Optimization exercise on an open flow, not production practice. RTL: at most simulated, not proved equivalent. Function not checked: run 1. Power: default activity.

[design/flow/config.mk]
export PLATFORM = sky130hd
export DESIGN_NAME = ax5031_qunit
export DESIGN_NICKNAME = ax5031_qunit
export VERILOG_FILES = /design/flow/design.v
export SDC_FILE = /design/flow/constraint.sdc
export NUM_CORES = 4
export LEC_CHECK = 0
export CAP_MARGIN = 20
export CORE_MARGIN = 2
export CORE_UTILIZATION = 40
export CTS_BUF_LIST = sky130_fd_sc_hd__clkbuf_4
export CTS_CLUSTER_DIAMETER = 60
export CTS_CLUSTER_SIZE = 6
export GPL_TIMING_DRIVEN = 0
export PLACE_DENSITY = 0.6
export SLEW_MARGIN = 20
export SYNTH_HIERARCHICAL = 1
export SYNTH_MINIMUM_KEEP_SIZE = 0
[design/flow/standard.sh]
#!/bin/bash
# synth_recipe.tcl (not shown) runs the flow's synth.tcl, then flattens the netlist and writes it again
# the make line also repeats each setting of config.mk as NAME=value (left out here)
make -C /OpenROAD-flow-scripts/flow DESIGN_CONFIG=/design/flow/config.mk WORK_HOME=/design/flow/orfs CLKGATE_MAP_FILE= SYNTH_SCRIPT=/design/flow/synth_recipe.tcl "${@:-finish}"
[design/flow/flow/run.sh]
#!/bin/bash
# The standard layout (the standard.sh), with the ports buffered by the
# smallest buffer cell instead of ORFS's default choice.
set -euo pipefail
export BUFFER_PORTS_ARGS="-buffer_cell sky130_fd_sc_hd__buf_1"
bash standard.sh > standard_flow.log 2>&1
[design/flow/design.v]
module ax5031_qunit (
    input  wire        clk,
    input  wire        rst,
    input  wire        in_valid,
    output wire        in_ready,
    input  wire [31:0] in_v,
    output reg         out_valid,
    input  wire        out_ready,
    output wire [32:0] out_q
);
    wire [31:0] nv = ~in_v;
    wire [32:0] q;
    reg  [32:0] q_r;
    assign in_ready = !out_valid || out_ready;
    assign out_q    = q_r;
    always @(posedge clk) begin
        if (rst)
            out_valid <= 1'b0;
        else if (in_ready)
            out_valid <= in_valid;
        if (in_ready && in_valid)
            q_r <= q;
    end
    wire w1, w2;
    qha p3h1 (.a(in_v[1]), .b(in_v[0]), .s(w1), .co(w2));
    wire w3, w4;
    qfa p3f1 (.a(in_v[2]), .b(in_v[1]), .c(w2), .s(w3), .co(w4));
    wire w5, w6;
    qfa p3f2 (.a(in_v[3]), .b(in_v[2]), .c(w4), .s(w5), .co(w6));
    wire w7, w8;
    qfa p3f3 (.a(in_v[4]), .b(in_v[3]), .c(w6), .s(w7), .co(w8));
    wire w9, w10;
    qfa p3f4 (.a(in_v[5]), .b(in_v[4]), .c(w8), .s(w9), .co(w10));
    wire w11, w12;
    qfa p3f5 (.a(in_v[6]), .b(in_v[5]), .c(w10), .s(w11), .co(w12));
    wire w13, w14;
    qha p3h2 (.a(in_v[7]), .b(in_v[6]), .s(w13), .co(w14));
    wire w15, w16;
    qfa p3f6 (.a(in_v[8]), .b(in_v[7]), .c(w14), .s(w15), .co(w16));
    wire w17, w18;
    qfa p3f7 (.a(in_v[9]), .b(in_v[8]), .c(w16), .s(w17), .co(w18));
    wire w19, w20;
    qfa p3f8 (.a(in_v[10]), .b(in_v[9]), .c(w18), .s(w19), .co(w20));
    wire w21, w22;
    qfa p3f9 (.a(in_v[11]), .b(in_v[10]), .c(w20), .s(w21), .co(w22));
    wire w23, w24;
    qha p3h3 (.a(in_v[12]), .b(in_v[11]), .s(w23), .co(w24));
    wire w25, w26;
    qfa p3f10 (.a(in_v[13]), .b(in_v[12]), .c(w24), .s(w25), .co(w26));
    wire w27, w28;
    qfa p3f11 (.a(in_v[14]), .b(in_v[13]), .c(w26), .s(w27), .co(w28));
    wire w29, w30;
    qfa p3f12 (.a(in_v[15]), .b(in_v[14]), .c(w28), .s(w29), .co(w30));
    wire w31, w32;
    qfa p3f13 (.a(in_v[16]), .b(in_v[15]), .c(w30), .s(w31), .co(w32));
    wire w33, w34;
    qfa p3f14 (.a(in_v[17]), .b(in_v[16]), .c(w32), .s(w33), .co(w34));
    wire w35, w36;
    qha p3h4 (.a(in_v[18]), .b(in_v[17]), .s(w35), .co(w36));
    wire w37, w38;
    qfa p3f15 (.a(in_v[19]), .b(in_v[18]), .c(w36), .s(w37), .co(w38));
    wire w39, w40;
    qfa p3f16 (.a(in_v[20]), .b(in_v[19]), .c(w38), .s(w39), .co(w40));
    wire w41, w42;
    qfa p3f17 (.a(in_v[21]), .b(in_v[20]), .c(w40), .s(w41), .co(w42));
    wire w43, w44;
    qfa p3f18 (.a(in_v[22]), .b(in_v[21]), .c(w42), .s(w43), .co(w44));
    wire w45, w46;
    qha p3h5 (.a(in_v[23]), .b(in_v[22]), .s(w45), .co(w46));
    wire w47, w48;
    qfa p3f19 (.a(in_v[24]), .b(in_v[23]), .c(w46), .s(w47), .co(w48));
    wire w49, w50;
    qfa p3f20 (.a(in_v[25]), .b(in_v[24]), .c(w48), .s(w49), .co(w50));
    wire w51, w52;
    qfa p3f21 (.a(in_v[26]), .b(in_v[25]), .c(w50), .s(w51), .co(w52));
    wire w53, w54;
    qfa p3f22 (.a(in_v[27]), .b(in_v[26]), .c(w52), .s(w53), .co(w54));
    wire w55, w56;
    qha p3h6 (.a(in_v[28]), .b(in_v[27]), .s(w55), .co(w56));
    wire w57, w58;
    qfa p3f23 (.a(in_v[29]), .b(in_v[28]), .c(w56), .s(w57), .co(w58));
    wire w59, w60;
    qfa p3f24 (.a(in_v[30]), .b(in_v[29]), .c(w58), .s(w59), .co(w60));
    wire w61, w62;
    qfa p3f25 (.a(in_v[31]), .b(in_v[30]), .c(w60), .s(w61), .co(w62));
    wire w63, w64;
    qha p3h7 (.a(in_v[31]), .b(w62), .s(w63), .co(w64));
    wire w65 = ~in_v[0];
    wire w66 = ~w1;
    wire w67 = ~w3;
    wire w68 = ~w5;
    wire w69 = ~w7;
    wire w70 = ~w9;
    wire w71 = ~w11;
    wire w72 = ~w13;
    wire w73 = ~w15;
    wire w74 = ~w17;
    wire w75 = ~w19;
    wire w76 = ~w21;
    wire w77 = ~w23;
    wire w78 = ~w25;
    wire w79 = ~w27;
    wire w80 = ~w29;
    wire w81 = ~w31;
    wire w82 = ~w33;
    wire w83 = ~w35;
    wire w84 = ~w37;
    wire w85 = ~w39;
    wire w86 = ~w41;
    wire w87 = ~w43;
    wire w88 = ~w45;
    wire w89 = ~w47;
    wire w90 = ~w49;
    wire w91 = ~w51;
    wire w92 = ~w53;
    wire w93 = ~w55;
    wire w94 = ~w57;
    wire w95 = ~w59;
    wire w96 = ~w61;
    wire w97 = ~w63;
    wire w98 = ~w64;
    wire w99 = ~w12;
    wire w100 = ~w22;
    wire w101 = ~w34;
    wire w102 = ~w44;
    wire w103 = ~w54;
    wire w104, w105;
    qfa f26 (.a(in_v[0]), .b(in_v[16]), .c(in_v[18]), .s(w104), .co(w105));
    wire w106, w107;
    qfa f27 (.a(in_v[23]), .b(in_v[26]), .c(in_v[28]), .s(w106), .co(w107));
    wire w108, w109;
    qfa f28 (.a(w104), .b(w106), .c(w78), .s(w108), .co(w109));
    wire w110, w111;
    qxnor cx1 (.a(in_v[1]), .b(in_v[17]), .y(w110));
    qor co1 (.a(in_v[1]), .b(in_v[17]), .y(w111));
    wire w112, w113;
    qfa f29 (.a(in_v[19]), .b(in_v[24]), .c(in_v[27]), .s(w112), .co(w113));
    wire w114, w115;
    qfa f30 (.a(in_v[29]), .b(w13), .c(w105), .s(w114), .co(w115));
    wire w116, w117;
    qfa f31 (.a(w107), .b(w112), .c(w110), .s(w116), .co(w117));
    wire w118, w119;
    qfa f32 (.a(w114), .b(w116), .c(w109), .s(w118), .co(w119));
    wire w120, w121;
    qfa f33 (.a(w79), .b(w118), .c(w12), .s(w120), .co(w121));
    wire w122, w123;
    qfa f34 (.a(in_v[2]), .b(in_v[18]), .c(in_v[20]), .s(w122), .co(w123));
    wire w124, w125;
    qfa f35 (.a(in_v[25]), .b(in_v[28]), .c(in_v[30]), .s(w124), .co(w125));
    wire w126, w127;
    qfa f36 (.a(w113), .b(w122), .c(w124), .s(w126), .co(w127));
    wire w128, w129;
    qfa f37 (.a(w111), .b(w15), .c(w115), .s(w128), .co(w129));
    wire w130, w131;
    qfa f38 (.a(w126), .b(w117), .c(w128), .s(w130), .co(w131));
    wire w132, w133;
    qfa f39 (.a(w119), .b(w80), .c(w130), .s(w132), .co(w133));
    wire w134, w135;
    qfa f40 (.a(in_v[3]), .b(in_v[19]), .c(in_v[21]), .s(w134), .co(w135));
    wire w136, w137;
    qfa f41 (.a(in_v[26]), .b(in_v[29]), .c(in_v[31]), .s(w136), .co(w137));
    wire w138, w139;
    qfa f42 (.a(w123), .b(w125), .c(w134), .s(w138), .co(w139));
    wire w140, w141;
    qfa f43 (.a(w136), .b(w127), .c(w138), .s(w140), .co(w141));
    wire w142, w143;
    qfa f44 (.a(w17), .b(w129), .c(w140), .s(w142), .co(w143));
    wire w144, w145;
    qfa f45 (.a(w131), .b(w142), .c(w81), .s(w144), .co(w145));
    wire w146, w147;
    qfa f46 (.a(in_v[4]), .b(in_v[20]), .c(in_v[22]), .s(w146), .co(w147));
    wire w148, w149;
    qfa f47 (.a(in_v[27]), .b(in_v[30]), .c(w135), .s(w148), .co(w149));
    wire w150, w151;
    qfa f48 (.a(w137), .b(w146), .c(w139), .s(w150), .co(w151));
    wire w152, w153;
    qfa f49 (.a(w148), .b(w141), .c(w150), .s(w152), .co(w153));
    wire w154, w155;
    qfa f50 (.a(w19), .b(w152), .c(w143), .s(w154), .co(w155));
    wire w156, w157;
    qfa f51 (.a(w154), .b(w82), .c(w145), .s(w156), .co(w157));
    wire w158, w159;
    qxnor cx2 (.a(in_v[0]), .b(in_v[5]), .y(w158));
    qor co2 (.a(in_v[0]), .b(in_v[5]), .y(w159));
    wire w160, w161;
    qfa f52 (.a(in_v[21]), .b(in_v[23]), .c(in_v[28]), .s(w160), .co(w161));
    wire w162, w163;
    qfa f53 (.a(in_v[31]), .b(w147), .c(w83), .s(w162), .co(w163));
    wire w164, w165;
    qfa f54 (.a(w160), .b(w158), .c(w149), .s(w164), .co(w165));
    wire w166, w167;
    qfa f55 (.a(w162), .b(w164), .c(w151), .s(w166), .co(w167));
    wire w168, w169;
    qfa f56 (.a(w153), .b(w166), .c(w21), .s(w168), .co(w169));
    wire w170, w171;
    qfa f57 (.a(w155), .b(w101), .c(w168), .s(w170), .co(w171));
    wire w172, w173;
    qxnor cx3 (.a(in_v[1]), .b(in_v[6]), .y(w172));
    qor co3 (.a(in_v[1]), .b(in_v[6]), .y(w173));
    wire w174, w175;
    qfa f58 (.a(in_v[22]), .b(in_v[24]), .c(in_v[29]), .s(w174), .co(w175));
    wire w176, w177;
    qfa f59 (.a(w23), .b(w161), .c(w174), .s(w176), .co(w177));
    wire w178, w179;
    qfa f60 (.a(w159), .b(w172), .c(w84), .s(w178), .co(w179));
    wire w180, w181;
    qfa f61 (.a(w163), .b(w176), .c(w165), .s(w180), .co(w181));
    wire w182, w183;
    qfa f62 (.a(w178), .b(w167), .c(w180), .s(w182), .co(w183));
    wire w184, w185;
    qfa f63 (.a(w22), .b(w182), .c(w169), .s(w184), .co(w185));
    wire w186, w187;
    qxnor cx4 (.a(in_v[2]), .b(in_v[7]), .y(w186));
    qor co4 (.a(in_v[2]), .b(in_v[7]), .y(w187));
    wire w188, w189;
    qfa f64 (.a(in_v[23]), .b(in_v[25]), .c(in_v[30]), .s(w188), .co(w189));
    wire w190, w191;
    qfa f65 (.a(w175), .b(w188), .c(w173), .s(w190), .co(w191));
    wire w192, w193;
    qfa f66 (.a(w186), .b(w25), .c(w177), .s(w192), .co(w193));
    wire w194, w195;
    qfa f67 (.a(w190), .b(w179), .c(w85), .s(w194), .co(w195));
    wire w196, w197;
    qfa f68 (.a(w192), .b(w181), .c(w194), .s(w196), .co(w197));
    wire w198, w199;
    qfa f69 (.a(w183), .b(w196), .c(w185), .s(w198), .co(w199));
    wire w200, w201;
    qfa f70 (.a(nv[0]), .b(in_v[3]), .c(in_v[8]), .s(w200), .co(w201));
    wire w202, w203;
    qfa f71 (.a(in_v[24]), .b(in_v[26]), .c(in_v[31]), .s(w202), .co(w203));
    wire w204, w205;
    qfa f72 (.a(w189), .b(w200), .c(w202), .s(w204), .co(w205));
    wire w206, w207;
    qfa f73 (.a(w187), .b(w191), .c(w204), .s(w206), .co(w207));
    wire w208, w209;
    qfa f74 (.a(w27), .b(w193), .c(w206), .s(w208), .co(w209));
    wire w210, w211;
    qfa f75 (.a(w86), .b(w195), .c(w208), .s(w210), .co(w211));
    wire w212, w213;
    qfa f76 (.a(w197), .b(w210), .c(w199), .s(w212), .co(w213));
    wire w214, w215;
    qfa f77 (.a(nv[1]), .b(in_v[4]), .c(in_v[9]), .s(w214), .co(w215));
    wire w216, w217;
    qfa f78 (.a(in_v[25]), .b(in_v[27]), .c(w201), .s(w216), .co(w217));
    wire w218, w219;
    qfa f79 (.a(w203), .b(w214), .c(w205), .s(w218), .co(w219));
    wire w220, w221;
    qfa f80 (.a(w216), .b(w207), .c(w218), .s(w220), .co(w221));
    wire w222, w223;
    qfa f81 (.a(w29), .b(w220), .c(w209), .s(w222), .co(w223));
    wire w224, w225;
    qfa f82 (.a(w87), .b(w211), .c(w222), .s(w224), .co(w225));
    wire w226, w227;
    qxnor cx5 (.a(nv[2]), .b(in_v[5]), .y(w226));
    qor co5 (.a(nv[2]), .b(in_v[5]), .y(w227));
    wire w228, w229;
    qfa f83 (.a(in_v[10]), .b(in_v[26]), .c(in_v[28]), .s(w228), .co(w229));
    wire w230, w231;
    qfa f84 (.a(w215), .b(w88), .c(w228), .s(w230), .co(w231));
    wire w232, w233;
    qfa f85 (.a(w226), .b(w217), .c(w230), .s(w232), .co(w233));
    wire w234, w235;
    qfa f86 (.a(w219), .b(w232), .c(w221), .s(w234), .co(w235));
    wire w236, w237;
    qfa f87 (.a(w31), .b(w102), .c(w223), .s(w236), .co(w237));
    wire w238, w239;
    qfa f88 (.a(w234), .b(w225), .c(w236), .s(w238), .co(w239));
    wire w240, w241;
    qfa f89 (.a(nv[3]), .b(in_v[6]), .c(in_v[11]), .s(w240), .co(w241));
    wire w242, w243;
    qfa f90 (.a(in_v[27]), .b(in_v[29]), .c(w65), .s(w242), .co(w243));
    wire w244, w245;
    qfa f91 (.a(w229), .b(w240), .c(w227), .s(w244), .co(w245));
    wire w246, w247;
    qfa f92 (.a(w242), .b(w89), .c(w231), .s(w246), .co(w247));
    wire w248, w249;
    qfa f93 (.a(w244), .b(w233), .c(w246), .s(w248), .co(w249));
    wire w250, w251;
    qfa f94 (.a(w248), .b(w235), .c(w33), .s(w250), .co(w251));
    wire w252, w253;
    qfa f95 (.a(w237), .b(w250), .c(w239), .s(w252), .co(w253));
    wire w254, w255;
    qfa f96 (.a(nv[4]), .b(in_v[7]), .c(in_v[12]), .s(w254), .co(w255));
    wire w256, w257;
    qfa f97 (.a(in_v[28]), .b(in_v[30]), .c(w35), .s(w256), .co(w257));
    wire w258, w259;
    qfa f98 (.a(w241), .b(w66), .c(w254), .s(w258), .co(w259));
    wire w260, w261;
    qfa f99 (.a(w243), .b(w256), .c(w245), .s(w260), .co(w261));
    wire w262, w263;
    qfa f100 (.a(w258), .b(w90), .c(w247), .s(w262), .co(w263));
    wire w264, w265;
    qfa f101 (.a(w260), .b(w249), .c(w262), .s(w264), .co(w265));
    wire w266, w267;
    qfa f102 (.a(w264), .b(w34), .c(w251), .s(w266), .co(w267));
    wire w268, w269;
    qfa f103 (.a(nv[5]), .b(in_v[8]), .c(in_v[13]), .s(w268), .co(w269));
    wire w270, w271;
    qfa f104 (.a(in_v[29]), .b(in_v[31]), .c(w255), .s(w270), .co(w271));
    wire w272, w273;
    qfa f105 (.a(w268), .b(w37), .c(w257), .s(w272), .co(w273));
    wire w274, w275;
    qfa f106 (.a(w67), .b(w259), .c(w270), .s(w274), .co(w275));
    wire w276, w277;
    qfa f107 (.a(w272), .b(w261), .c(w274), .s(w276), .co(w277));
    wire w278, w279;
    qfa f108 (.a(w91), .b(w263), .c(w276), .s(w278), .co(w279));
    wire w280, w281;
    qfa f109 (.a(w265), .b(w278), .c(w267), .s(w280), .co(w281));
    wire w282, w283;
    qfa f110 (.a(nv[6]), .b(in_v[9]), .c(in_v[14]), .s(w282), .co(w283));
    wire w284, w285;
    qfa f111 (.a(in_v[30]), .b(w269), .c(w282), .s(w284), .co(w285));
    wire w286, w287;
    qfa f112 (.a(w271), .b(w284), .c(w273), .s(w286), .co(w287));
    wire w288, w289;
    qfa f113 (.a(w39), .b(w68), .c(w275), .s(w288), .co(w289));
    wire w290, w291;
    qfa f114 (.a(w286), .b(w277), .c(w288), .s(w290), .co(w291));
    wire w292, w293;
    qfa f115 (.a(w92), .b(w279), .c(w290), .s(w292), .co(w293));
    wire w294, w295;
    qxnor cx6 (.a(nv[7]), .b(in_v[10]), .y(w294));
    qor co6 (.a(nv[7]), .b(in_v[10]), .y(w295));
    wire w296, w297;
    qfa f116 (.a(in_v[15]), .b(in_v[31]), .c(w283), .s(w296), .co(w297));
    wire w298, w299;
    qfa f117 (.a(w93), .b(w294), .c(w285), .s(w298), .co(w299));
    wire w300, w301;
    qfa f118 (.a(w296), .b(w298), .c(w287), .s(w300), .co(w301));
    wire w302, w303;
    qfa f119 (.a(w41), .b(w69), .c(w289), .s(w302), .co(w303));
    wire w304, w305;
    qfa f120 (.a(w103), .b(w300), .c(w291), .s(w304), .co(w305));
    wire w306, w307;
    qfa f121 (.a(w302), .b(w293), .c(w304), .s(w306), .co(w307));
    wire w308, w309;
    qfa f122 (.a(nv[8]), .b(in_v[11]), .c(in_v[16]), .s(w308), .co(w309));
    wire w310, w311;
    qfa f123 (.a(w308), .b(w295), .c(w297), .s(w310), .co(w311));
    wire w312, w313;
    qfa f124 (.a(w94), .b(w310), .c(w299), .s(w312), .co(w313));
    wire w314, w315;
    qfa f125 (.a(w312), .b(w301), .c(w43), .s(w314), .co(w315));
    wire w316, w317;
    qfa f126 (.a(w70), .b(w303), .c(w314), .s(w316), .co(w317));
    wire w318, w319;
    qfa f127 (.a(w305), .b(w316), .c(w307), .s(w318), .co(w319));
    wire w320, w321;
    qxnor cx7 (.a(nv[0]), .b(nv[9]), .y(w320));
    qor co7 (.a(nv[0]), .b(nv[9]), .y(w321));
    wire w322, w323;
    qfa f128 (.a(in_v[12]), .b(in_v[17]), .c(w45), .s(w322), .co(w323));
    wire w324, w325;
    qfa f129 (.a(w309), .b(w320), .c(w322), .s(w324), .co(w325));
    wire w326, w327;
    qfa f130 (.a(w311), .b(w95), .c(w324), .s(w326), .co(w327));
    wire w328, w329;
    qfa f131 (.a(w313), .b(w326), .c(w44), .s(w328), .co(w329));
    wire w330, w331;
    qfa f132 (.a(w328), .b(w315), .c(w71), .s(w330), .co(w331));
    wire w332, w333;
    qfa f133 (.a(w317), .b(w330), .c(w319), .s(w332), .co(w333));
    wire w334, w335;
    qfa f134 (.a(nv[1]), .b(nv[10]), .c(in_v[13]), .s(w334), .co(w335));
    wire w336, w337;
    qfa f135 (.a(in_v[18]), .b(w72), .c(w334), .s(w336), .co(w337));
    wire w338, w339;
    qfa f136 (.a(w321), .b(w47), .c(w323), .s(w338), .co(w339));
    wire w340, w341;
    qfa f137 (.a(w336), .b(w325), .c(w338), .s(w340), .co(w341));
    wire w342, w343;
    qfa f138 (.a(w96), .b(w327), .c(w340), .s(w342), .co(w343));
    wire w344, w345;
    qfa f139 (.a(w342), .b(w329), .c(w99), .s(w344), .co(w345));
    wire w346, w347;
    qfa f140 (.a(w344), .b(w331), .c(w333), .s(w346), .co(w347));
    wire w348, w349;
    qxnor cx8 (.a(nv[2]), .b(nv[11]), .y(w348));
    qor co8 (.a(nv[2]), .b(nv[11]), .y(w349));
    wire w350, w351;
    qfa f141 (.a(in_v[14]), .b(in_v[19]), .c(w335), .s(w350), .co(w351));
    wire w352, w353;
    qfa f142 (.a(w348), .b(w73), .c(w337), .s(w352), .co(w353));
    wire w354, w355;
    qfa f143 (.a(w350), .b(w339), .c(w49), .s(w354), .co(w355));
    wire w356, w357;
    qfa f144 (.a(w352), .b(w341), .c(w354), .s(w356), .co(w357));
    wire w358, w359;
    qfa f145 (.a(w97), .b(w343), .c(w356), .s(w358), .co(w359));
    wire w360, w361;
    qfa f146 (.a(w358), .b(w345), .c(w347), .s(w360), .co(w361));
    wire w362, w363;
    qxnor cx9 (.a(nv[3]), .b(nv[12]), .y(w362));
    qor co9 (.a(nv[3]), .b(nv[12]), .y(w363));
    wire w364, w365;
    qfa f147 (.a(in_v[15]), .b(in_v[20]), .c(w349), .s(w364), .co(w365));
    wire w366, w367;
    qfa f148 (.a(w362), .b(w351), .c(w364), .s(w366), .co(w367));
    wire w368, w369;
    qfa f149 (.a(w74), .b(w353), .c(w366), .s(w368), .co(w369));
    wire w370, w371;
    qfa f150 (.a(w51), .b(w355), .c(w98), .s(w370), .co(w371));
    wire w372, w373;
    qfa f151 (.a(w368), .b(w357), .c(w370), .s(w372), .co(w373));
    wire w374, w375;
    qfa f152 (.a(w359), .b(w372), .c(w361), .s(w374), .co(w375));
    wire w376, w377;
    qfa f153 (.a(nv[4]), .b(nv[13]), .c(in_v[16]), .s(w376), .co(w377));
    wire w378, w379;
    qfa f154 (.a(in_v[21]), .b(w376), .c(w363), .s(w378), .co(w379));
    wire w380, w381;
    qfa f155 (.a(w365), .b(w378), .c(w367), .s(w380), .co(w381));
    wire w382, w383;
    qfa f156 (.a(w75), .b(w369), .c(w380), .s(w382), .co(w383));
    wire w384, w385;
    qfa f157 (.a(w53), .b(w371), .c(w382), .s(w384), .co(w385));
    wire w386, w387;
    qfa f158 (.a(w373), .b(w384), .c(w375), .s(w386), .co(w387));
    wire w388, w389;
    qxnor cx10 (.a(nv[5]), .b(nv[14]), .y(w388));
    qor co10 (.a(nv[5]), .b(nv[14]), .y(w389));
    wire w390, w391;
    qfa f159 (.a(in_v[17]), .b(in_v[22]), .c(w55), .s(w390), .co(w391));
    wire w392, w393;
    qfa f160 (.a(w377), .b(w388), .c(w390), .s(w392), .co(w393));
    wire w394, w395;
    qfa f161 (.a(w379), .b(w392), .c(w381), .s(w394), .co(w395));
    wire w396, w397;
    qfa f162 (.a(w54), .b(w76), .c(w383), .s(w396), .co(w397));
    wire w398, w399;
    qfa f163 (.a(w394), .b(w385), .c(w396), .s(w398), .co(w399));
    wire w400, w401;
    qfa f164 (.a(nv[6]), .b(nv[15]), .c(in_v[18]), .s(w400), .co(w401));
    wire w402, w403;
    qfa f165 (.a(in_v[23]), .b(w77), .c(w400), .s(w402), .co(w403));
    wire w404, w405;
    qfa f166 (.a(w389), .b(w57), .c(w391), .s(w404), .co(w405));
    wire w406, w407;
    qfa f167 (.a(w402), .b(w393), .c(w404), .s(w406), .co(w407));
    wire w408, w409;
    qfa f168 (.a(w406), .b(w100), .c(w395), .s(w408), .co(w409));
    wire w410, w411;
    qfa f169 (.a(w397), .b(w408), .c(w399), .s(w410), .co(w411));
    wire w412, w413;
    qxnor cx11 (.a(nv[7]), .b(nv[16]), .y(w412));
    qor co11 (.a(nv[7]), .b(nv[16]), .y(w413));
    wire w414, w415;
    qfa f170 (.a(in_v[19]), .b(in_v[24]), .c(w401), .s(w414), .co(w415));
    wire w416, w417;
    qfa f171 (.a(w412), .b(w78), .c(w403), .s(w416), .co(w417));
    wire w418, w419;
    qfa f172 (.a(w414), .b(w405), .c(w59), .s(w418), .co(w419));
    wire w420, w421;
    qfa f173 (.a(w416), .b(w407), .c(w418), .s(w420), .co(w421));
    wire w422, w423;
    qfa f174 (.a(w420), .b(w409), .c(w411), .s(w422), .co(w423));
    wire w424, w425;
    qxnor cx12 (.a(nv[8]), .b(nv[17]), .y(w424));
    qor co12 (.a(nv[8]), .b(nv[17]), .y(w425));
    wire w426, w427;
    qfa f175 (.a(in_v[20]), .b(in_v[25]), .c(w413), .s(w426), .co(w427));
    wire w428, w429;
    qfa f176 (.a(w424), .b(w415), .c(w426), .s(w428), .co(w429));
    wire w430, w431;
    qfa f177 (.a(w79), .b(w417), .c(w428), .s(w430), .co(w431));
    wire w432, w433;
    qfa f178 (.a(w61), .b(w419), .c(w430), .s(w432), .co(w433));
    wire w434, w435;
    qfa f179 (.a(w421), .b(w432), .c(w423), .s(w434), .co(w435));
    wire w436, w437;
    qxnor cx13 (.a(nv[9]), .b(nv[18]), .y(w436));
    qor co13 (.a(nv[9]), .b(nv[18]), .y(w437));
    wire w438, w439;
    qfa f180 (.a(in_v[21]), .b(in_v[26]), .c(w425), .s(w438), .co(w439));
    wire w440, w441;
    qfa f181 (.a(w436), .b(w427), .c(w438), .s(w440), .co(w441));
    wire w442, w443;
    qfa f182 (.a(w429), .b(w440), .c(w80), .s(w442), .co(w443));
    wire w444, w445;
    qfa f183 (.a(w431), .b(w63), .c(w442), .s(w444), .co(w445));
    wire w446, w447;
    qfa f184 (.a(w433), .b(w444), .c(w435), .s(w446), .co(w447));
    wire w448, w449;
    qxnor cx14 (.a(nv[10]), .b(nv[19]), .y(w448));
    qor co14 (.a(nv[10]), .b(nv[19]), .y(w449));
    wire w450, w451;
    qfa f185 (.a(in_v[22]), .b(in_v[27]), .c(w437), .s(w450), .co(w451));
    wire w452, w453;
    qfa f186 (.a(w448), .b(w439), .c(w450), .s(w452), .co(w453));
    wire w454, w455;
    qfa f187 (.a(w441), .b(w452), .c(w64), .s(w454), .co(w455));
    wire w456, w457;
    qfa f188 (.a(w81), .b(w443), .c(w454), .s(w456), .co(w457));
    wire w458, w459;
    qfa f189 (.a(w445), .b(w456), .c(w447), .s(w458), .co(w459));
    wire w460, w461;
    qxnor cx15 (.a(nv[11]), .b(nv[20]), .y(w460));
    qor co15 (.a(nv[11]), .b(nv[20]), .y(w461));
    wire w462, w463;
    qfa f190 (.a(in_v[23]), .b(in_v[28]), .c(w449), .s(w462), .co(w463));
    wire w464, w465;
    qfa f191 (.a(w460), .b(w451), .c(w462), .s(w464), .co(w465));
    wire w466, w467;
    qfa f192 (.a(w453), .b(w464), .c(w455), .s(w466), .co(w467));
    wire w468, w469;
    qfa f193 (.a(w82), .b(w457), .c(w466), .s(w468), .co(w469));
    wire w470, w471;
    qfa f194 (.a(nv[12]), .b(nv[21]), .c(in_v[24]), .s(w470), .co(w471));
    wire w472, w473;
    qfa f195 (.a(in_v[29]), .b(w83), .c(w470), .s(w472), .co(w473));
    wire w474, w475;
    qfa f196 (.a(w461), .b(w463), .c(w472), .s(w474), .co(w475));
    wire w476, w477;
    qfa f197 (.a(w465), .b(w474), .c(w101), .s(w476), .co(w477));
    wire w478, w479;
    qfa f198 (.a(w467), .b(w476), .c(w469), .s(w478), .co(w479));
    wire w480, w481;
    qxnor cx16 (.a(nv[13]), .b(nv[22]), .y(w480));
    qor co16 (.a(nv[13]), .b(nv[22]), .y(w481));
    wire w482, w483;
    qfa f199 (.a(in_v[25]), .b(in_v[30]), .c(w471), .s(w482), .co(w483));
    wire w484, w485;
    qfa f200 (.a(w480), .b(w84), .c(w473), .s(w484), .co(w485));
    wire w486, w487;
    qfa f201 (.a(w482), .b(w475), .c(w484), .s(w486), .co(w487));
    wire w488, w489;
    qfa f202 (.a(w486), .b(w477), .c(w479), .s(w488), .co(w489));
    wire w490, w491;
    qxnor cx17 (.a(nv[14]), .b(nv[23]), .y(w490));
    qor co17 (.a(nv[14]), .b(nv[23]), .y(w491));
    wire w492, w493;
    qfa f203 (.a(in_v[26]), .b(in_v[31]), .c(w481), .s(w492), .co(w493));
    wire w494, w495;
    qfa f204 (.a(w490), .b(w483), .c(w492), .s(w494), .co(w495));
    wire w496, w497;
    qfa f205 (.a(w85), .b(w485), .c(w494), .s(w496), .co(w497));
    wire w498, w499;
    qfa f206 (.a(w487), .b(w496), .c(w489), .s(w498), .co(w499));
    wire w500, w501;
    qxnor cx18 (.a(nv[15]), .b(nv[24]), .y(w500));
    qor co18 (.a(nv[15]), .b(nv[24]), .y(w501));
    wire w502, w503;
    qfa f207 (.a(in_v[27]), .b(w491), .c(w500), .s(w502), .co(w503));
    wire w504, w505;
    qfa f208 (.a(w493), .b(w502), .c(w495), .s(w504), .co(w505));
    wire w506, w507;
    qfa f209 (.a(w86), .b(w497), .c(w504), .s(w506), .co(w507));
    wire w508, w509;
    qxnor cx19 (.a(nv[16]), .b(nv[25]), .y(w508));
    qor co19 (.a(nv[16]), .b(nv[25]), .y(w509));
    wire w510, w511;
    qfa f210 (.a(in_v[28]), .b(w501), .c(w508), .s(w510), .co(w511));
    wire w512, w513;
    qfa f211 (.a(w503), .b(w510), .c(w505), .s(w512), .co(w513));
    wire w514, w515;
    qfa f212 (.a(w87), .b(w507), .c(w512), .s(w514), .co(w515));
    wire w516, w517;
    qfa f213 (.a(nv[17]), .b(nv[26]), .c(in_v[29]), .s(w516), .co(w517));
    wire w518, w519;
    qfa f214 (.a(w88), .b(w516), .c(w509), .s(w518), .co(w519));
    wire w520, w521;
    qfa f215 (.a(w518), .b(w511), .c(w102), .s(w520), .co(w521));
    wire w522, w523;
    qfa f216 (.a(w513), .b(w520), .c(w515), .s(w522), .co(w523));
    wire w524, w525;
    qxnor cx20 (.a(nv[18]), .b(nv[27]), .y(w524));
    qor co20 (.a(nv[18]), .b(nv[27]), .y(w525));
    wire w526, w527;
    qfa f217 (.a(in_v[30]), .b(w517), .c(w524), .s(w526), .co(w527));
    wire w528, w529;
    qfa f218 (.a(w89), .b(w519), .c(w526), .s(w528), .co(w529));
    wire w530, w531;
    qfa f219 (.a(w528), .b(w521), .c(w523), .s(w530), .co(w531));
    wire w532, w533;
    qxnor cx21 (.a(nv[19]), .b(nv[28]), .y(w532));
    qor co21 (.a(nv[19]), .b(nv[28]), .y(w533));
    wire w534, w535;
    qfa f220 (.a(in_v[31]), .b(w525), .c(w532), .s(w534), .co(w535));
    wire w536, w537;
    qfa f221 (.a(w527), .b(w534), .c(w90), .s(w536), .co(w537));
    wire w538, w539;
    qfa f222 (.a(w529), .b(w536), .c(w531), .s(w538), .co(w539));
    wire w540, w541;
    qxnor cx22 (.a(nv[20]), .b(nv[29]), .y(w540));
    qor co22 (.a(nv[20]), .b(nv[29]), .y(w541));
    wire w542, w543;
    qfa f223 (.a(w533), .b(w540), .c(w535), .s(w542), .co(w543));
    wire w544, w545;
    qfa f224 (.a(w542), .b(w91), .c(w537), .s(w544), .co(w545));
    wire w546, w547;
    qxnor cx23 (.a(nv[21]), .b(nv[30]), .y(w546));
    qor co23 (.a(nv[21]), .b(nv[30]), .y(w547));
    wire w548, w549;
    qfa f225 (.a(w541), .b(w546), .c(w543), .s(w548), .co(w549));
    wire w550, w551;
    qfa f226 (.a(w548), .b(w92), .c(w545), .s(w550), .co(w551));
    wire w552, w553;
    qfa f227 (.a(nv[22]), .b(nv[31]), .c(w93), .s(w552), .co(w553));
    wire w554, w555;
    qfa f228 (.a(w547), .b(w552), .c(w549), .s(w554), .co(w555));
    wire w556, w557;
    qfa f229 (.a(w103), .b(w554), .c(w551), .s(w556), .co(w557));
    wire w558, w559;
    qfa f230 (.a(nv[23]), .b(w94), .c(w553), .s(w558), .co(w559));
    wire w560, w561;
    qfa f231 (.a(w558), .b(w555), .c(w557), .s(w560), .co(w561));
    wire w562, w563;
    qxnor cx24 (.a(nv[24]), .b(w559), .y(w562));
    qor co24 (.a(nv[24]), .b(w559), .y(w563));
    wire w564, w565;
    qfa f232 (.a(w95), .b(w562), .c(w561), .s(w564), .co(w565));
    wire w566, w567;
    qxnor cx25 (.a(nv[25]), .b(w96), .y(w566));
    qor co25 (.a(nv[25]), .b(w96), .y(w567));
    wire w568, w569;
    qfa f233 (.a(w563), .b(w566), .c(w565), .s(w568), .co(w569));
    wire w570, w571;
    qxnor cx26 (.a(nv[26]), .b(w97), .y(w570));
    qor co26 (.a(nv[26]), .b(w97), .y(w571));
    wire w572, w573;
    qfa f234 (.a(w567), .b(w570), .c(w569), .s(w572), .co(w573));
    wire w574, w575;
    qxnor cx27 (.a(nv[27]), .b(w98), .y(w574));
    qor co27 (.a(nv[27]), .b(w98), .y(w575));
    wire w576, w577;
    qfa f235 (.a(w574), .b(w571), .c(w573), .s(w576), .co(w577));
    wire w578, w579;
    qfa f236 (.a(nv[28]), .b(w575), .c(w577), .s(w578), .co(w579));
    wire w580, w581;
    qxnor cx28 (.a(nv[29]), .b(w579), .y(w580));
    qor co28 (.a(nv[29]), .b(w579), .y(w581));
    wire w582, w583;
    qxnor cx29 (.a(nv[30]), .b(w581), .y(w582));
    qor co29 (.a(nv[30]), .b(w581), .y(w583));
    wire w584, w585;
    qxnor cx30 (.a(nv[31]), .b(w583), .y(w584));
    qor co30 (.a(nv[31]), .b(w583), .y(w585));
    wire [49:0] ra = {w585, w584, w582, w580, w578, w576, w572, w568, w564, w560, w556, w550, w544, w538, w530, w522, w514, w506, w498, w488, w478, w468, w458, w446, w434, w422, w410, w398, w386, w374, w360, w346, w332, w318, w306, w292, w280, w266, w252, w238, w224, w212, w198, w171, w157, w156, w133, w132, w120, w108};
    wire [49:0] rb = {1'b0, 1'b0, 1'b0, 1'b0, 1'b0, 1'b0, 1'b0, 1'b0, 1'b0, 1'b0, 1'b0, 1'b0, w539, 1'b0, 1'b0, 1'b0, 1'b0, w499, 1'b0, 1'b0, 1'b0, w459, 1'b0, 1'b0, 1'b0, 1'b0, 1'b0, w387, 1'b0, 1'b0, 1'b0, 1'b0, 1'b0, 1'b0, 1'b0, w281, 1'b0, w253, 1'b0, 1'b0, w213, 1'b0, 1'b0, w184, w170, 1'b0, w144, w121, 1'b0, w11};
    wire [49:0] sum;
    wire l1c0 = ra[0] & rb[0];
    wire l1c1 = ra[1] & l1c0;
    wire l1c2;
    qmaj lm1_2 (.a(ra[2]), .b(rb[2]), .c(l1c1), .y(l1c2));
    wire l1c3;
    qmaj lm1_3 (.a(ra[3]), .b(rb[3]), .c(l1c2), .y(l1c3));
    wire l1c4 = ra[4] & l1c3;
    wire l1c5;
    qmaj lm1_5 (.a(ra[5]), .b(rb[5]), .c(l1c4), .y(l1c5));
    wire l1c6;
    qmaj lm1_6 (.a(ra[6]), .b(rb[6]), .c(l1c5), .y(l1c6));
    wire l1c7 = ra[7] & l1c6;
    wire l1c8 = ra[8] & l1c7;
    wire l1c9;
    qmaj lm1_9 (.a(ra[9]), .b(rb[9]), .c(l1c8), .y(l1c9));
    wire l1c10 = ra[10] & l1c9;
    wire l1c11 = ra[11] & l1c10;
    wire l1c12;
    qmaj lm1_12 (.a(ra[12]), .b(rb[12]), .c(l1c11), .y(l1c12));
    wire l2z13 = ra[13] & rb[13];
    wire l2o13 = ra[13] | rb[13];
    wire l2z14, l2o14;
    qmaj lz2_14 (.a(ra[14]), .b(rb[14]), .c(l2z13), .y(l2z14));
    qmaj lo2_14 (.a(ra[14]), .b(rb[14]), .c(l2o13), .y(l2o14));
    wire l2z15 = ra[15] & l2z14;
    wire l2o15 = ra[15] & l2o14;
    wire l2z16 = ra[16] & l2z15;
    wire l2o16 = ra[16] & l2o15;
    wire lc2 = l2z16 | (l1c12 & l2o16);
    wire b3s17 = ra[17];
    wire b3s18 = ra[18];
    wire b3s19 = ra[19];
    wire b3s20 = ra[20];
    wire b3s21 = ra[21];
    wire b3s22, b3c22;
    qha bh3_22 (.a(ra[22]), .b(rb[22]), .s(b3s22), .co(b3c22));
    assign sum[17] = b3s17 ^ lc2;
    assign sum[18] = b3s18 ^ (lc2 & b3s17);
    wire b3p18 = b3s17 & b3s18;
    assign sum[19] = b3s19 ^ (lc2 & b3p18);
    wire b3p19 = b3p18 & b3s19;
    assign sum[20] = b3s20 ^ (lc2 & b3p19);
    wire b3p20 = b3p19 & b3s20;
    assign sum[21] = b3s21 ^ (lc2 & b3p20);
    wire b3p21 = b3p20 & b3s21;
    assign sum[22] = b3s22 ^ (lc2 & b3p21);
    wire b3p22 = b3p21 & b3s22;
    wire bc3 = b3c22 | (lc2 & b3p22);
    wire b4s23 = ra[23];
    wire b4s24 = ra[24];
    wire b4s25 = ra[25];
    wire b4s26 = ra[26];
    wire b4s27 = ra[27];
    wire b4s28, b4c28;
    qha bh4_28 (.a(ra[28]), .b(rb[28]), .s(b4s28), .co(b4c28));
    assign sum[23] = b4s23 ^ bc3;
    assign sum[24] = b4s24 ^ (bc3 & b4s23);
    wire b4p24 = b4s23 & b4s24;
    assign sum[25] = b4s25 ^ (bc3 & b4p24);
    wire b4p25 = b4p24 & b4s25;
    assign sum[26] = b4s26 ^ (bc3 & b4p25);
    wire b4p26 = b4p25 & b4s26;
    assign sum[27] = b4s27 ^ (bc3 & b4p26);
    wire b4p27 = b4p26 & b4s27;
    assign sum[28] = b4s28 ^ (bc3 & b4p27);
    wire b4p28 = b4p27 & b4s28;
    wire bc4 = b4c28 | (bc3 & b4p28);
    wire b5s29 = ra[29];
    wire b5s30 = ra[30];
    wire b5s31 = ra[31];
    wire b5s32, b5c32;
    qha bh5_32 (.a(ra[32]), .b(rb[32]), .s(b5s32), .co(b5c32));
    assign sum[29] = b5s29 ^ bc4;
    assign sum[30] = b5s30 ^ (bc4 & b5s29);
    wire b5p30 = b5s29 & b5s30;
    assign sum[31] = b5s31 ^ (bc4 & b5p30);
    wire b5p31 = b5p30 & b5s31;
    assign sum[32] = b5s32 ^ (bc4 & b5p31);
    wire b5p32 = b5p31 & b5s32;
    wire bc5 = b5c32 | (bc4 & b5p32);
    wire b6s33 = ra[33];
    wire b6s34 = ra[34];
    wire b6s35 = ra[35];
    wire b6s36 = ra[36];
    wire b6s37, b6c37;
    qha bh6_37 (.a(ra[37]), .b(rb[37]), .s(b6s37), .co(b6c37));
    assign sum[33] = b6s33 ^ bc5;
    assign sum[34] = b6s34 ^ (bc5 & b6s33);
    wire b6p34 = b6s33 & b6s34;
    assign sum[35] = b6s35 ^ (bc5 & b6p34);
    wire b6p35 = b6p34 & b6s35;
    assign sum[36] = b6s36 ^ (bc5 & b6p35);
    wire b6p36 = b6p35 & b6s36;
    assign sum[37] = b6s37 ^ (bc5 & b6p36);
    wire b6p37 = b6p36 & b6s37;
    wire bc6 = b6c37 | (bc5 & b6p37);
    wire b7s38 = ra[38];
    wire b7s39 = ra[39];
    wire b7s40 = ra[40];
    wire b7s41 = ra[41];
    wire b7s42 = ra[42];
    wire b7s43 = ra[43];
    wire b7s44 = ra[44];
    wire b7s45 = ra[45];
    wire b7s46 = ra[46];
    wire b7s47 = ra[47];
    wire b7s48 = ra[48];
    wire b7s49 = ra[49];
    assign sum[38] = b7s38 ^ bc6;
    assign sum[39] = b7s39 ^ (bc6 & b7s38);
    wire b7p39 = b7s38 & b7s39;
    assign sum[40] = b7s40 ^ (bc6 & b7p39);
    wire b7p40 = b7p39 & b7s40;
    assign sum[41] = b7s41 ^ (bc6 & b7p40);
    wire b7p41 = b7p40 & b7s41;
    assign sum[42] = b7s42 ^ (bc6 & b7p41);
    wire b7p42 = b7p41 & b7s42;
    assign sum[43] = b7s43 ^ (bc6 & b7p42);
    wire b7p43 = b7p42 & b7s43;
    assign sum[44] = b7s44 ^ (bc6 & b7p43);
    wire b7p44 = b7p43 & b7s44;
    assign sum[45] = b7s45 ^ (bc6 & b7p44);
    wire b7p45 = b7p44 & b7s45;
    assign sum[46] = b7s46 ^ (bc6 & b7p45);
    wire b7p46 = b7p45 & b7s46;
    assign sum[47] = b7s47 ^ (bc6 & b7p46);
    wire b7p47 = b7p46 & b7s47;
    assign sum[48] = b7s48 ^ (bc6 & b7p47);
    wire b7p48 = b7p47 & b7s48;
    assign sum[49] = b7s49 ^ (bc6 & b7p48);
    wire b7p49 = b7p48 & b7s49;
    wire bc7 = bc6 & b7p49;
    assign q = ~sum[49:17];
endmodule
module qfa (input wire a, input wire b, input wire c, output wire s, output wire co);
    assign s  = a ^ b ^ c;
    assign co = (a & b) | (a & c) | (b & c);
endmodule
module qha (input wire a, input wire b, output wire s, output wire co);
    assign s  = a ^ b;
    assign co = a & b;
endmodule
module qmaj (input wire a, input wire b, input wire c, output wire y);
    assign y = (a & b) | (a & c) | (b & c);
endmodule
module qxnor (input wire a, input wire b, output wire y);
    assign y = ~(a ^ b);
endmodule
module qor (input wire a, input wire b, output wire y);
    assign y = a | b;
endmodule
[design/flow/constraint.sdc]
create_clock -name core_clock -period 10.0 [get_ports {clk}]
set_input_delay 2.0000 -clock core_clock [delete_from_list [all_inputs] [get_ports {clk}]]
set_output_delay 2.0000 -clock core_clock [all_outputs]
set_load 0.01 [all_outputs]
==> results of run 1 <==
[placed cells by master, fill, tap and decap left out, types with 2 or more instances in the layout]
cell	netlist	layout
nor3_1	4	4
fa_1	236	236
bufinv_16	0	2
xor2_1	6	6
nand2_1	14	14
xnor2_1	52	52
nand3_1	3	3
a21oi_1	3	3
inv_1	80	80
ha_1	16	16
nor2_1	6	6
buf_1	0	55
maj3_2	8	8
clkbuf_4	0	6
clkbuf_2	0	12
and3_1	9	9
buf_2	0	2
or2_1	30	30
nor2b_1	2	2
edfxtp_1	33	33
[worst paths after layout]
path | endpoint | cells after the start | startpoint
worst max-delay path | q_r[31]$_DFFE_PP_ | 23 | in_v[3]
worst min-delay path | out_valid$_SDFFE_PP0N_ | 2 | out_valid$_SDFFE_PP0N_
worst max register to register | q_r[15]$_DFFE_PP_ | 2 | out_valid$_SDFFE_PP0N_
worst min register to register | out_valid$_SDFFE_PP0N_ | 2 | out_valid$_SDFFE_PP0N_
[power by group through the flow]
stage	clock network, uW	logic [uW]	registers [uW]
5_1_grt	139	3050	376
3_5_place_dp	0	2660	375
4_1_cts	132	2670	371
2_1_floorplan	0	1950	411
3_3_place_gp	0	2580	374
6_report	129	2670	370
[modules after synthesis (local to each module, per instance)]
| module | copies in the design | cells | area, um^2 |
|---|---|---|---|
| ax5031_qunit | 1 | 204 | 1978 |
| qfa | 236 | 1 | 20.02 |
| qha | 11 | 1 | 12.51 |
| qmaj | 8 | 1 | 11.26 |
| qor | 30 | 1 | 6.256 |
| qxnor | 30 | 1 | 8.758 |
[cells by family (layout without fill, tap and decap cells)]
family / count (synthesis) / count (layout) / synth area share (%)
simple gates: 78 / 78 / 6.238
xor+xnor: 58 / 58 / 6.883
other cells: 1 / 2 / 0.05081
buf+inv: 81 / 160 / 4.221
fa+ha+maj: 260 / 260 / 67.94
compound gates: 7 / 7 / 0.9663
flops: 34 / 34 / 13.70
[stage by stage]
step                hold slack [ps]  area [um^2]  TNS [ps]  utilization (%)  instances
detailed placement            514.0         7931     -4945            44.00        818
global placement              496.2         7930     -4118            44.00        818
floorplan                     593.0         7381         0                -        519
finish                        525.7         8080         0            44.83        828
global route                  557.2         8080         0            44.83        828
CTS                           529.7         8054         0            44.68        826
[what timing repair did]
item | in CTS | in global routing
pin swaps | 0 | 1
setup buffers | 0 | 1
resized for setup | 5 | 20
gates cloned | 0 | 0
endpoints found under the setup margin | 8 | 12
[state kept, by name, indices dropped and copies added, names as in the netlist]
signal	cells
q_r	33
out_valid	1
[layout make-up]
type	count	area [um^2]
buffer	1	11.26
clock buffer	5	37.54
multi-input combinational	404	6071
inverter	80	300.3
timing repair buffer	71	291.5
antenna	1	2.502
sequential	34	1011
tap	229	286.5
fill	1705	9945
clock inverter	3	68.82
[worst register-to-register path, cell delays in order (launching register included)]
cell and delay, ps:
dfxtp_1 330, nand2b_1 100, and2_2 640
[layer usage]
metal	wire length (um)	vias up	track usage [%]
met5	0	-	0
met4	478	0	7.316
met3	1565	30	4.714
met2	9124	171	33.09
met1	7496	2273	28.09
li1	-	1735	-
==> out/metrics.cfg, run 1 <==
[outcome]
status=finished clean

[synthesis]
ys_seq_elements=34
synth_top_cell_by_area=fa_1
synth_area_mm2=0.007381
synth_top_area_share_pct=64.01
synth_most_common_cell=fa_1
ys_async_sr_fraction_pct=0
yosys-top-cells-count=fa_1, inv_1, xnor2_1
postSynthCellCount=519
synthTopCellsByArea=fa_1, edfxtp_1, xnor2_1
ys_seq_area_share_pct=13.70
avgSynthCellArea_um2=14.22
yosys_warnings=7
syn_nets=807
synth_cell_types=31
synth-edff-count=33
yosys_most_used_dff=edfxtp_1

[die]
rows=49
start_util_pct=40.95
die-area_mm2=0.01956
core-area_mm2=0.01802
die_h_um=139.8
num_io_pins=71
die_x_um=139.8

[power_and_ir_drop]
vdd_drop_max_mv=0.2135
p_switching_uw=1499
leakage_uw=0.003101
p_int_uw=1672
p_sw_share_pct=47.27
total_power_uw=3171
combPwrFrac_pct=84.3
clkPwrFrac_pct=4.1
powerDensity_mw_per_mm2=392.4
pwr-share-seq_pct=11.7

[timing]
finalHoldViolations=0
fmax_mhz=102.6
setup_ws_ps=251.8
drv_slew=0
fin_crit_sh_pct=97.48
rsz0062_at_grt=no
finalSetupViolations=0
period_needed_ps=9748
fin_skew_ps=12.79
tightest_slew_ps=1019
relSlewSlack_pct=32.10

[critical_path]
path_delay_family=adder cells
r2r_slack_ps=8550
cpPeakStageDelay_ps=550
crit_chain=clkbuf_4 -> inv_1 -> fa_1 -> fa_1 -> fa_1 -> fa_1 -> fa_1 -> fa_1 -> fa_1 -> fa_1 -> fa_1 -> fa_1 -> fa_1 -> fa_1 -> fa_1 -> ha_1 -> nand4_1 -> o31ai_4 -> a41oi_4 -> o21ba_1 -> buf_6 -> nor4b_2 -> xnor2_1
end_kind=flop
crit_type=input pin to flop
cp.buffers_inverters=3
critPathArrivalTime_ps=9870
worstPathMaxFanout=10
worst_ep_required_time_ps=10120
cp_slowest_cell=fa_1
path_common_cell=fa_1
cp-start-kind=input pin

[place]
pre_cts_slack_ps=-513.2
place_congestion=0.9792
dp_hpwl_um=16800
port_buffers=70

[finish]
layout-drive-gt1-share_pct=6.856
final_nets=885
area_growth_syn_to_layout_pct=9.476

[clock_network]
tritoncts.num_buffers=5
cts_sinks=34
htree_levels=2
ctsLongestPathBuffers=2
cts_tree=done
clk_transition_reported_paths_ps=110
root_buffer=clkbuf_4
clk_latency_ps=360
cts_hold_buf=0

[global_route]
grtUsageTotal_pct=20.70
overflow=0
grt_pass1_vias=5057
grt_pass1_wl_um=29300
antenna_found_initial=1
grt_max_degree=34

[routing]
viasPerCell=5.083
drc_errors=0
final_antenna_net_count=0
num_vias=4209
first_pass_iters=4
wl_um=18660
avgRoutedWirePerCell_um=22.54
initialDrtViolationCount=193

[job]
maxCapViolations=0

[min_path]
hold_class=flop to flop

==> run 2, diff against run 1 <==
--- a/design/flow/design.v
+++ b/design/flow/design.v
@@ -660,115 +660,110 @@
     qmaj lm1_12 (.a(ra[12]), .b(rb[12]), .c(l1c11), .y(l1c12));
-    wire l2z13 = ra[13] & rb[13];
-    wire l2o13 = ra[13] | rb[13];
-    wire l2z14, l2o14;
-    qmaj lz2_14 (.a(ra[14]), .b(rb[14]), .c(l2z13), .y(l2z14));
-    qmaj lo2_14 (.a(ra[14]), .b(rb[14]), .c(l2o13), .y(l2o14));
-    wire l2z15 = ra[15] & l2z14;
-    wire l2o15 = ra[15] & l2o14;
-    wire l2z16 = ra[16] & l2z15;
-    wire l2o16 = ra[16] & l2o15;
-    wire lc2 = l2z16 | (l1c12 & l2o16);
-    wire b3s17 = ra[17];
-    wire b3s18 = ra[18];
-    wire b3s19 = ra[19];
-    wire b3s20 = ra[20];
-    wire b3s21 = ra[21];
-    wire b3s22, b3c22;
-    qha bh3_22 (.a(ra[22]), .b(rb[22]), .s(b3s22), .co(b3c22));
-    assign sum[17] = b3s17 ^ lc2;
-    assign sum[18] = b3s18 ^ (lc2 & b3s17);
-    wire b3p18 = b3s17 & b3s18;
-    assign sum[19] = b3s19 ^ (lc2 & b3p18);
-    wire b3p19 = b3p18 & b3s19;
-    assign sum[20] = b3s20 ^ (lc2 & b3p19);
-    wire b3p20 = b3p19 & b3s20;
-    assign sum[21] = b3s21 ^ (lc2 & b3p20);
-    wire b3p21 = b3p20 & b3s21;
-    assign sum[22] = b3s22 ^ (lc2 & b3p21);
-    wire b3p22 = b3p21 & b3s22;
-    wire bc3 = b3c22 | (lc2 & b3p22);
-    wire b4s23 = ra[23];
-    wire b4s24 = ra[24];
-    wire b4s25 = ra[25];
-    wire b4s26 = ra[26];
-    wire b4s27 = ra[27];
-    wire b4s28, b4c28;
-    qha bh4_28 (.a(ra[28]), .b(rb[28]), .s(b4s28), .co(b4c28));
-    assign sum[23] = b4s23 ^ bc3;
-    assign sum[24] = b4s24 ^ (bc3 & b4s23);
-    wire b4p24 = b4s23 & b4s24;
-    assign sum[25] = b4s25 ^ (bc3 & b4p24);
-    wire b4p25 = b4p24 & b4s25;
-    assign sum[26] = b4s26 ^ (bc3 & b4p25);
-    wire b4p26 = b4p25 & b4s26;
-    assign sum[27] = b4s27 ^ (bc3 & b4p26);
-    wire b4p27 = b4p26 & b4s27;
-    assign sum[28] = b4s28 ^ (bc3 & b4p27);
-    wire b4p28 = b4p27 & b4s28;
-    wire bc4 = b4c28 | (bc3 & b4p28);
-    wire b5s29 = ra[29];
-    wire b5s30 = ra[30];
-    wire b5s31 = ra[31];
-    wire b5s32, b5c32;
-    qha bh5_32 (.a(ra[32]), .b(rb[32]), .s(b5s32), .co(b5c32));
-    assign sum[29] = b5s29 ^ bc4;
-    assign sum[30] = b5s30 ^ (bc4 & b5s29);
-    wire b5p30 = b5s29 & b5s30;
-    assign sum[31] = b5s31 ^ (bc4 & b5p30);
-    wire b5p31 = b5p30 & b5s31;
-    assign sum[32] = b5s32 ^ (bc4 & b5p31);
-    wire b5p32 = b5p31 & b5s32;
-    wire bc5 = b5c32 | (bc4 & b5p32);
-    wire b6s33 = ra[33];
-    wire b6s34 = ra[34];
-    wire b6s35 = ra[35];
-    wire b6s36 = ra[36];
-    wire b6s37, b6c37;
-    qha bh6_37 (.a(ra[37]), .b(rb[37]), .s(b6s37), .co(b6c37));
-    assign sum[33] = b6s33 ^ bc5;
-    assign sum[34] = b6s34 ^ (bc5 & b6s33);
-    wire b6p34 = b6s33 & b6s34;
-    assign sum[35] = b6s35 ^ (bc5 & b6p34);
-    wire b6p35 = b6p34 & b6s35;
-    assign sum[36] = b6s36 ^ (bc5 & b6p35);
-    wire b6p36 = b6p35 & b6s36;
-    assign sum[37] = b6s37 ^ (bc5 & b6p36);
-    wire b6p37 = b6p36 & b6s37;
-    wire bc6 = b6c37 | (bc5 & b6p37);
-    wire b7s38 = ra[38];
-    wire b7s39 = ra[39];
-    wire b7s40 = ra[40];
-    wire b7s41 = ra[41];
-    wire b7s42 = ra[42];
-    wire b7s43 = ra[43];
-    wire b7s44 = ra[44];
-    wire b7s45 = ra[45];
-    wire b7s46 = ra[46];
-    wire b7s47 = ra[47];
-    wire b7s48 = ra[48];
-    wire b7s49 = ra[49];
-    assign sum[38] = b7s38 ^ bc6;
-    assign sum[39] = b7s39 ^ (bc6 & b7s38);
-    wire b7p39 = b7s38 & b7s39;
-    assign sum[40] = b7s40 ^ (bc6 & b7p39);
-    wire b7p40 = b7p39 & b7s40;
-    assign sum[41] = b7s41 ^ (bc6 & b7p40);
-    wire b7p41 = b7p40 & b7s41;
-    assign sum[42] = b7s42 ^ (bc6 & b7p41);
-    wire b7p42 = b7p41 & b7s42;
-    assign sum[43] = b7s43 ^ (bc6 & b7p42);
-    wire b7p43 = b7p42 & b7s43;
-    assign sum[44] = b7s44 ^ (bc6 & b7p43);
-    wire b7p44 = b7p43 & b7s44;
-    assign sum[45] = b7s45 ^ (bc6 & b7p44);
-    wire b7p45 = b7p44 & b7s45;
-    assign sum[46] = b7s46 ^ (bc6 & b7p45);
-    wire b7p46 = b7p45 & b7s46;
-    assign sum[47] = b7s47 ^ (bc6 & b7p46);
-    wire b7p47 = b7p46 & b7s47;
-    assign sum[48] = b7s48 ^ (bc6 & b7p47);
-    wire b7p48 = b7p47 & b7s48;
-    assign sum[49] = b7s49 ^ (bc6 & b7p48);
-    wire b7p49 = b7p48 & b7s49;
-    wire bc7 = bc6 & b7p49;
+    wire l1c13 = ra[13] & l1c12;
+    wire l1c14;
+    qmaj lm1_14 (.a(ra[14]), .b(rb[14]), .c(l1c13), .y(l1c14));
+    wire l1c15 = ra[15] & l1c14;
+    wire l1c16 = ra[16] & l1c15;
+    wire b2s17 = ra[17];
+    wire b2s18 = ra[18];
+    wire b2s19 = ra[19];
+    wire b2s20 = ra[20];
+    wire b2s21 = ra[21];
+    wire b2s22, b2c22;
+    qha bh2_22 (.a(ra[22]), .b(rb[22]), .s(b2s22), .co(b2c22));
+    assign sum[17] = b2s17 ^ l1c16;
+    assign sum[18] = b2s18 ^ (l1c16 & b2s17);
+    wire b2p18 = b2s17 & b2s18;
+    assign sum[19] = b2s19 ^ (l1c16 & b2p18);
+    wire b2p19 = b2p18 & b2s19;
+    assign sum[20] = b2s20 ^ (l1c16 & b2p19);
+    wire b2p20 = b2p19 & b2s20;
+    assign sum[21] = b2s21 ^ (l1c16 & b2p20);
+    wire b2p21 = b2p20 & b2s21;
+    assign sum[22] = b2s22 ^ (l1c16 & b2p21);
+    wire b2p22 = b2p21 & b2s22;
+    wire bc2 = b2c22 | (l1c16 & b2p22);
+    wire b3s23 = ra[23];
+    wire b3s24 = ra[24];
+    wire b3s25 = ra[25];
+    wire b3s26 = ra[26];
+    wire b3s27 = ra[27];
+    wire b3s28, b3c28;
+    qha bh3_28 (.a(ra[28]), .b(rb[28]), .s(b3s28), .co(b3c28));
+    assign sum[23] = b3s23 ^ bc2;
+    assign sum[24] = b3s24 ^ (bc2 & b3s23);
+    wire b3p24 = b3s23 & b3s24;
+    assign sum[25] = b3s25 ^ (bc2 & b3p24);
+    wire b3p25 = b3p24 & b3s25;
+    assign sum[26] = b3s26 ^ (bc2 & b3p25);
+    wire b3p26 = b3p25 & b3s26;
+    assign sum[27] = b3s27 ^ (bc2 & b3p26);
+    wire b3p27 = b3p26 & b3s27;
+    assign sum[28] = b3s28 ^ (bc2 & b3p27);
+    wire b3p28 = b3p27 & b3s28;
+    wire bc3 = b3c28 | (bc2 & b3p28);
+    wire b4s29 = ra[29];
+    wire b4s30 = ra[30];
+    wire b4s31 = ra[31];
+    wire b4s32, b4c32;
+    qha bh4_32 (.a(ra[32]), .b(rb[32]), .s(b4s32), .co(b4c32));
+    assign sum[29] = b4s29 ^ bc3;
+    assign sum[30] = b4s30 ^ (bc3 & b4s29);
+    wire b4p30 = b4s29 & b4s30;
+    assign sum[31] = b4s31 ^ (bc3 & b4p30);
+    wire b4p31 = b4p30 & b4s31;
+    assign sum[32] = b4s32 ^ (bc3 & b4p31);
+    wire b4p32 = b4p31 & b4s32;
+    wire bc4 = b4c32 | (bc3 & b4p32);
+    wire b5s33 = ra[33];
+    wire b5s34 = ra[34];
+    wire b5s35 = ra[35];
+    wire b5s36 = ra[36];
+    wire b5s37, b5c37;
+    qha bh5_37 (.a(ra[37]), .b(rb[37]), .s(b5s37), .co(b5c37));
+    assign sum[33] = b5s33 ^ bc4;
+    assign sum[34] = b5s34 ^ (bc4 & b5s33);
+    wire b5p34 = b5s33 & b5s34;
+    assign sum[35] = b5s35 ^ (bc4 & b5p34);
+    wire b5p35 = b5p34 & b5s35;
+    assign sum[36] = b5s36 ^ (bc4 & b5p35);
+    wire b5p36 = b5p35 & b5s36;
+    assign sum[37] = b5s37 ^ (bc4 & b5p36);
+    wire b5p37 = b5p36 & b5s37;
+    wire bc5 = b5c37 | (bc4 & b5p37);
+    wire b6s38 = ra[38];
+    wire b6s39 = ra[39];
+    wire b6s40 = ra[40];
+    wire b6s41 = ra[41];
+    wire b6s42 = ra[42];
+    wire b6s43 = ra[43];
+    wire b6s44 = ra[44];
+    wire b6s45 = ra[45];
+    wire b6s46 = ra[46];
+    wire b6s47 = ra[47];
+    wire b6s48 = ra[48];
+    wire b6s49 = ra[49];
+    assign sum[38] = b6s38 ^ bc5;
+    assign sum[39] = b6s39 ^ (bc5 & b6s38);
+    wire b6p39 = b6s38 & b6s39;
+    assign sum[40] = b6s40 ^ (bc5 & b6p39);
+    wire b6p40 = b6p39 & b6s40;
+    assign sum[41] = b6s41 ^ (bc5 & b6p40);
+    wire b6p41 = b6p40 & b6s41;
+    assign sum[42] = b6s42 ^ (bc5 & b6p41);
+    wire b6p42 = b6p41 & b6s42;
+    assign sum[43] = b6s43 ^ (bc5 & b6p42);
+    wire b6p43 = b6p42 & b6s43;
+    assign sum[44] = b6s44 ^ (bc5 & b6p43);
+    wire b6p44 = b6p43 & b6s44;
+    assign sum[45] = b6s45 ^ (bc5 & b6p44);
+    wire b6p45 = b6p44 & b6s45;
+    assign sum[46] = b6s46 ^ (bc5 & b6p45);
+    wire b6p46 = b6p45 & b6s46;
+    assign sum[47] = b6s47 ^ (bc5 & b6p46);
+    wire b6p47 = b6p46 & b6s47;
+    assign sum[48] = b6s48 ^ (bc5 & b6p47);
+    wire b6p48 = b6p47 & b6s48;
+    assign sum[49] = b6s49 ^ (bc5 & b6p48);
+    wire b6p49 = b6p48 & b6s49;
+    wire bc6 = bc5 & b6p49;
     assign q = ~sum[49:17];
--- a/design/flow/config.mk
+++ b/design/flow/config.mk
@@ -9,3 +9,3 @@
 export CORE_MARGIN = 2
-export CORE_UTILIZATION = 40
+export CORE_UTILIZATION = 55
 export CTS_BUF_LIST = sky130_fd_sc_hd__clkbuf_4
@@ -14,3 +14,3 @@
 export GPL_TIMING_DRIVEN = 0
-export PLACE_DENSITY = 0.6
+export PLACE_DENSITY = 0.75
 export SLEW_MARGIN = 20
==> run 2 against run 1 <==
Hold slack improved by 7.8 ps. Sequential share of layout area rose by 0.24 points. First-iteration DRC count rose by 38%. Synthesized cell count fell by 1.9%. Synthesized area fell by 0.42%. Clock skew fell by 5.7 ps. Power fell by 5.1%. Count of clock-buffer cells in the layout rose by 1. Global-route usage rose by 7.3 points. Utilization rose by 16 points. Critical path type unchanged. Largest power group unchanged.
==> out/metrics.cfg, run 2 <==
[clock_network]
clk_latency_ps=350  ; was 360 ps
clk_transition_reported_paths_ps=100  ; was 110 ps
postCtsSetupBuffers=0  ; unchanged
ctsLongestPathBuffers=2  ; unchanged
cts_tree=done  ; unchanged
tritoncts.num_buffers=5  ; unchanged

[synthesis]
synth_top_cell_by_area=fa_1  ; unchanged
postSynthCellCount=509  ; was 519
avgSynthCellArea_um2=14.44  ; was 14.22 um^2
synth_top_area_share_pct=64.28  ; was 64.01%
ys_seq_elements=34  ; unchanged
yosys_most_used_dff=edfxtp_1  ; unchanged

[finish]
largest_reg_flops=33  ; unchanged
multi_input_area_mm2=0.006028  ; was 0.006071 mm^2
area_growth_syn_to_layout_pct=7.848  ; was 9.476%
layout-drive-gt1-share_pct=6.463  ; was 6.856%
mostFrequentLayoutCells=fa_1, inv_1, buf_1  ; unchanged
seq_area_mm2=0.001011  ; unchanged
final_common_cell=fa_1  ; unchanged
fin_area_mm2=0.007926  ; was 0.008080 mm^2

[power_and_ir_drop]
clkPwrFrac_pct=2.4  ; was 4.1%
combPwrFrac_pct=85.5  ; was 84.3%
total_power_uw=3008  ; was 3171 uW
p_int_uw=1571  ; was 1672 uW
powerDensity_mw_per_mm2=379.5  ; was 392.4 mW/mm^2
p_switching_uw=1436  ; was 1499 uW

[critical_path]
cp.buffers_inverters=3  ; unchanged
worstPathMaxFanout=10  ; unchanged
cp_slowest_cell=fa_1  ; unchanged
crit_chain=clkbuf_2 -> inv_1 -> fa_1 -> fa_1 -> fa_1 -> fa_1 -> fa_1 -> fa_1 -> fa_1 -> fa_1 -> fa_1 -> fa_1 -> fa_1 -> fa_1 -> fa_1 -> ha_1 -> a41oi_4 -> o41ai_4 -> a41o_1 -> buf_6 -> nand3_1 -> xor2_1  ; was clkbuf_4 -> inv_1 -> fa_1 -> fa_1 -> fa_1 -> fa_1 -> fa_1 -> fa_1 -> fa_1 -> fa_1 -> fa_1 -> fa_1 -> fa_1 -> fa_1 -> fa_1 -> ha_1 -> nand4_1 -> o31ai_4 -> a41oi_4 -> o21ba_1 -> buf_6 -> nor4b_2 -> xnor2_1
cpPeakStageDelay_ps=530  ; was 550 ps
crit_type=input pin to flop  ; unchanged
worst_ep_required_time_ps=10100  ; was 10,120 ps

[outcome]
status=finished clean  ; unchanged

[timing]
tightest_slew_ps=955.6  ; was 1019 ps
fin_crit_sh_pct=95.79  ; was 97.48%
fin_skew_ps=7.121  ; was 12.79 ps
fmax_mhz=104.4  ; was 102.6 MHz
relSlewSlack_pct=36.29  ; was 32.10%

[die]
die_x_um=119.6  ; was 139.8 um
core-area_mm2=0.01314  ; was 0.01802 mm^2
start_util_pct=55.94  ; was 40.95%

[global_route]
grtUsageTotal_pct=27.96  ; was 20.70%
grt_pass1_wl_um=28310  ; was 29,300 um
grt_pass1_vias=5038  ; was 5,057

[place]
port_buffers=70  ; unchanged

[min_path]
hold_class=flop to flop  ; unchanged

[routing]
first_pass_iters=4  ; unchanged
final_antenna_net_count=0  ; unchanged

run 2: cell count changes after synthesis, moves of 2 or more:
cell	change
nor3_1	-4
nor2b_1	-2
nor2_1	-5
a21oi_1	-2
nand2_1	-5
nand3_1	+7
nand4_1	+4
and3_2	+2
xor2_1	+14
xnor2_1	-14
inv_1	-2
run 2: modules after synthesis, one instance, submodules excluded:
module        cells  times used
ax5031_qunit    195           1
qfa               1         236
qha               1          11
qmaj              1           7
qxnor             1          30
qor               1          30
run 2: cell type report:
| type | instances | area share [%] |
|---|---|---|
| Multi-Input combinational cell | 395 | 76.05 |
| Sequential cell | 34 | 12.75 |
| Timing Repair Buffer | 71 | 3.788 |
| Inverter | 78 | 3.694 |
| Tap cell | 176 | 2.778 |
| Clock buffer | 6 | 0.5683 |
| Buffer | 2 | 0.2368 |
| Clock inverter | 2 | 0.1263 |
run 2: repair_timing:
| action | 4_1_cts | 5_1_grt |
|---|---|---|
| gates resized for setup | 4 | 10 |
| pin swaps | 0 | 1 |
| cloned | 0 | 0 |
| setup endpoints to repair | 1 | 12 |
run 2: metrics by stage:
step                util [%]  setup TNS, ps
floorplan                  -              0
global placement       59.62          -3026
detailed placement     59.63          -3727
CTS                    60.16              0
global route           60.33              0
finish                 60.33              0
run 2: worst paths after layout:
kind	endpoint	slack [ps]	cells past startpoint
setup / recovery	q_r[31]$_DFFE_PP_	420	22
hold / removal	out_valid$_SDFFE_PP0N_	530	2
setup reg to reg	q_r[4]$_DFFE_PP_	8580	2
hold reg to reg	out_valid$_SDFFE_PP0N_	530	2
run 2: cell families (layout without fill, tap and decap cells):
logic type                 Yosys count  count (layout)  share of synthesized area, %
DFF                                 34              34                         13.76
xor gates and xnor gates            58              58                         6.912
AOI/OAI and AO/OA                    6               6                         1.192
adders and majority gates          259             259                         68.08
buffers and inverters               80             159                         4.239
and+or+nand+nor                     72              72                         5.822
run 2: power groups by stage:
| stage | registers (uW) | logic, uW | clock network, uW |
|---|---|---|---|
| global placement | 367 | 2440 | 0 |
| detailed placement | 370 | 2570 | 0 |
| floorplan | 407 | 1910 | 0 |
| CTS | 367 | 2590 | 75.2 |
| global route | 370 | 2910 | 79.2 |
| finish | 365 | 2570 | 72.0 |
run 2: routing by layer:
metal / GRT usage (%) / wire length (um) / vias up
met3: 4.800 / 1677 / 51
met1: 36.85 / 6607 / 2242
met2: 45.18 / 8800 / 248
met5: 0 / 0 / -
li1: - / - / 1717
met4: 14.63 / 908 / 0
run 2: tightest hold or removal path, stage by stage (launching register included):
cell,delay [ps]
dfxtp_1,320
nand2b_1,100
a21oi_1,70
Testbench counts of run 2, summed over its fixed seeds: cycles 6,006, items 6,000.
